From an optimization exercise on the open Yosys and OpenROAD flow, aimed at small area, a short achievable clock period and few clock cycles; shortcuts taken in it are not production practice.
The RTL was checked by simulation tests, not by an equivalence proof against the original design.
Power is estimated from default activity; no workload was simulated.

==> flow/design.v (excerpt) <==
module tpm_match (
    input  wire         clk,
    input  wire         rst,
    input  wire         start,
    input  wire         bitsonly,       
    input  wire         lenient,
    input  wire [15:0]  pos_in,
    input  wire [15:0]  trn_len,
    input  wire [15:0]  byte_off_in,
    input  wire [15:0]  dst_len,
    input  wire [31:0]  d_hdr_mark,
    input  wire [31:0]  d_hdr_space,
    input  wire [31:0]  d_bit_mark,
    input  wire [31:0]  d_one_space,
    input  wire [31:0]  d_zero_space,
    input  wire [31:0]  d_ftr_mark,
    input  wire [31:0]  d_ftr_space,
    input  wire [31:0]  d_nbits,
    input  wire [31:0]  d_cfg,
    input  wire [31:0]  d_excess,
    output wire         trn_re,
    output wire [13:0]  trn_addr,
    input  wire [31:0]  trn_rdata,
    input  wire         dst_we,
    input  wire [4:0]   dst_waddr,
    input  wire [7:0]   dst_wdata,
    output wire [255:0] dst,
    output reg          busy,
    output reg          done,
    output reg          err,
    output reg          match,
    output reg          partial,
    output reg  [7:0]   errpos,
    output reg  [15:0]  used,
    output reg  [15:0]  bits,
    output reg  [15:0]  pos_out,
    output reg  [15:0]  byte_off_out
);
Size in the first run: about 69000 sq um of cells after synthesis.
==> flow/config.mk <==
export PLATFORM = sky130hd
export DESIGN_NAME = tpm_match
export DESIGN_NICKNAME = tpm_match
export VERILOG_FILES = /design/flow/design.v
export SDC_FILE = /design/flow/constraint.sdc
export NUM_CORES = 4
export LEC_CHECK = 0
export CAP_MARGIN = 60
export CORE_MARGIN = 2
export CORE_UTILIZATION = 65
export CTS_BUF_LIST = sky130_fd_sc_hd__clkbuf_8
export CTS_CLUSTER_DIAMETER = 50
export CTS_CLUSTER_SIZE = 20
export PLACE_DENSITY = 0.8
export SLEW_MARGIN = 60
==> flow/constraint.sdc <==
create_clock -name core_clock -period 14.0 [get_ports {clk}]
set_input_delay 2.8000 -clock core_clock [delete_from_list [all_inputs] [get_ports {clk}]]
set_output_delay 2.8000 -clock core_clock [all_outputs]
set_load 0.01 [all_outputs]
standard.sh (not shown) runs the stock make flow with config.mk's settings and CLKGATE_MAP_FILE= SYNTH_SCRIPT=/design/flow/synth_recipe.tcl, a recipe that flattens the netlist after the stock synthesis.
==> flow/flow/run.sh <==
#!/bin/bash
# The standard layout (the standard.sh, ORFS from synthesis to finish) with
# one change: the buffers ORFS puts on every input and output port are
# sky130_fd_sc_hd__buf_4 instead of its default pick, a delay buffer, so the
# port paths see less buffer delay.  Everything else is as standard.sh does it.
set -euo pipefail
export BUFFER_PORTS_ARGS="-buffer_cell sky130_fd_sc_hd__buf_4"
bash standard.sh > standard_sh.log 2>&1
Testbench counts at the start, summed over its fixed seeds: cycles 26,880.
Then changed:
--- a/flow/design.v
+++ b/flow/design.v
@@ -161,35 +161,20 @@
     wire [79:0] l2b = csa(l1b[79:40], pp6, pp7);
     wire [79:0] l3  = csa(l2a[39:0], l2a[79:40], l2b[39:0]);
     wire [79:0] l4  = csa(l3[39:0], l3[79:40], l2b[79:40]);
     wire [39:0] cs_s = l4[39:0];
     wire [39:0] cs_c = l4[79:40];
     wire [32:0] dn_p = {1'b0, e_m} - {1'b0, v_m};
     wire [33:0] dp_p = {2'b0, v_m} - {1'b0, ex_m};
     wire [32:0] dn_z = {1'b0, z_q} - {1'b0, v_m};
     wire [33:0] dp_z = {2'b0, v_m} - {1'b0, zx_q};
-    function ge32;
-        input [31:0] a, b;
-        reg   [31:0] g, p;
-        integer k, d;
-        begin
-            g = a & ~b;                
-            p = a | ~b;                
-            for (d = 1; d < 32; d = d * 2)
-                for (k = 31; k >= d; k = k - 1) begin
-                    g[k] = g[k] | (p[k] & g[k-d]);
-                    p[k] = p[k] & p[k-d];
-                end
-            ge32 = g[31] | p[31];      
-        end
-    endfunction
-    wire        le_p = ge32(e_m, v_m);
-    wire        le_z = ge32(z_q, v_m);
+    wire        le_p = !dn_p[32];
+    wire        le_z = !dn_z[32];
     wire [31:0] w_mp = le_p ? dn_p[31:0] : dp_p[31:0];
     wire [31:0] w_mz = le_z ? dn_z[31:0] : dp_z[31:0];
     wire [34:0] dsum = {2'b0, ez_m} - {2'b0, v_m, 1'b0};
     wire        dsum_z = (dsum == 35'd0);
     wire        w_cl = one_gt ? (dsum[34] || dsum_z) : !dsum[34];
     function le25;
         input [31:0] m;
         input [37:0] tq;
         reg   [40:0] a, b, c, d, s1, c1, s2, c2, r;
@@ -302,19 +287,19 @@
             gt_oz[i]   <= (d_one_space[i*8 +: 8]  >  d_zero_space[i*8 +: 8]);
         end
         msb_q     <= d_cfg[8];
         fatl_q    <= d_cfg[9];
         x_q       <= d_excess;
         z_q       <= d_zero_space;
         trn_len_q <= trn_len;
         dst_len_q <= dst_len;
         zx_q      <= {1'b0, z_q} + {1'b0, x_q};
-        e1        <= run ? e_sel : d_zero_space;
+        e1        <= busy ? e_sel : d_zero_space;
         e_m       <= e1;
         ex_m      <= {1'b0, e1} + {1'b0, x_q};
         ez_m      <= {1'b0, e1} + {1'b0, z_q};
         v_m       <= trn_rdata;
         ts_m      <= cs_s;
         tc_m      <= cs_c;
         t_w       <= ts_m + tc_m;
         if (st3) tz <= t_w;
         x_mp      <= w_mp;
@@ -347,19 +332,19 @@
         m_v  <= iss && !finish;
         w_v  <= m_v && !finish;
         x_v  <= w_v && !finish;
         f_v  <= x_v && !finish;
         st1  <= start_ok;
         st2  <= st1;
         st3  <= st2;
         if (st2)      mrem <= trn_len_q - pos_out;
         else if (w_v) mrem <= mrem - 16'd1;
-        if (!run) begin
+        if (!busy) begin
             ibleft    <= d_nbits[8:0];
             iaddr     <= pos_in[13:0];
         end
         if (run) begin
             if (iss) begin
                 iaddr <= iaddr + (sw2 ? 14'd2 : 14'd1);
                 iph   <= iph_nx;
                 if (iph_c == PH_BS) ibleft <= ibleft - 9'd1;
                 if (i_last) iss <= 1'b0;
Result:
- routed wire length went down by 4.4%
- total power went down by 1.4%
- final area went down by 2.3%
- worst hold slack loses 39 ps
- sequential power stays flat
- global-route usage went down by 0.72 points
Testbench counts after the change, summed over its fixed seeds: cycles 26,880.

-- re-timing with driven ports --
The results above use ideal ports. As a check the final layouts listed here were re-extracted and re-timed, cells and wires unchanged. Step 1, drivers: a clkbuf_16 drives clk and a buf_2 each remaining input, both assumed. Step 2 also shifts input and output timing later by t, the mid clock arrival at the registers, as if the neighbouring blocks saw the same clock. Slacks: ideal / step 1 / step 2; pairs: ideal / step 1.
run | t, ns | setup WS [ns] | worst hold slack (ns) | latest minus earliest clock arrival (ns) | cell pins on the clock port's net
the first run | 0.952 | 9.158 / 9.158 / 9.037 | 0.320 / 0.320 / 0.320 | 0.098 / 0.098 | 1
the second run | 0.912 | 9.259 / 9.259 / 9.121 | 0.281 / 0.281 / 0.281 | 0.079 / 0.079 | 1
After both steps every run listed still meets setup and hold. The setup slack of the second run, which loses most, moves by 0.000 ns with the drivers and by -0.138 ns with both steps.
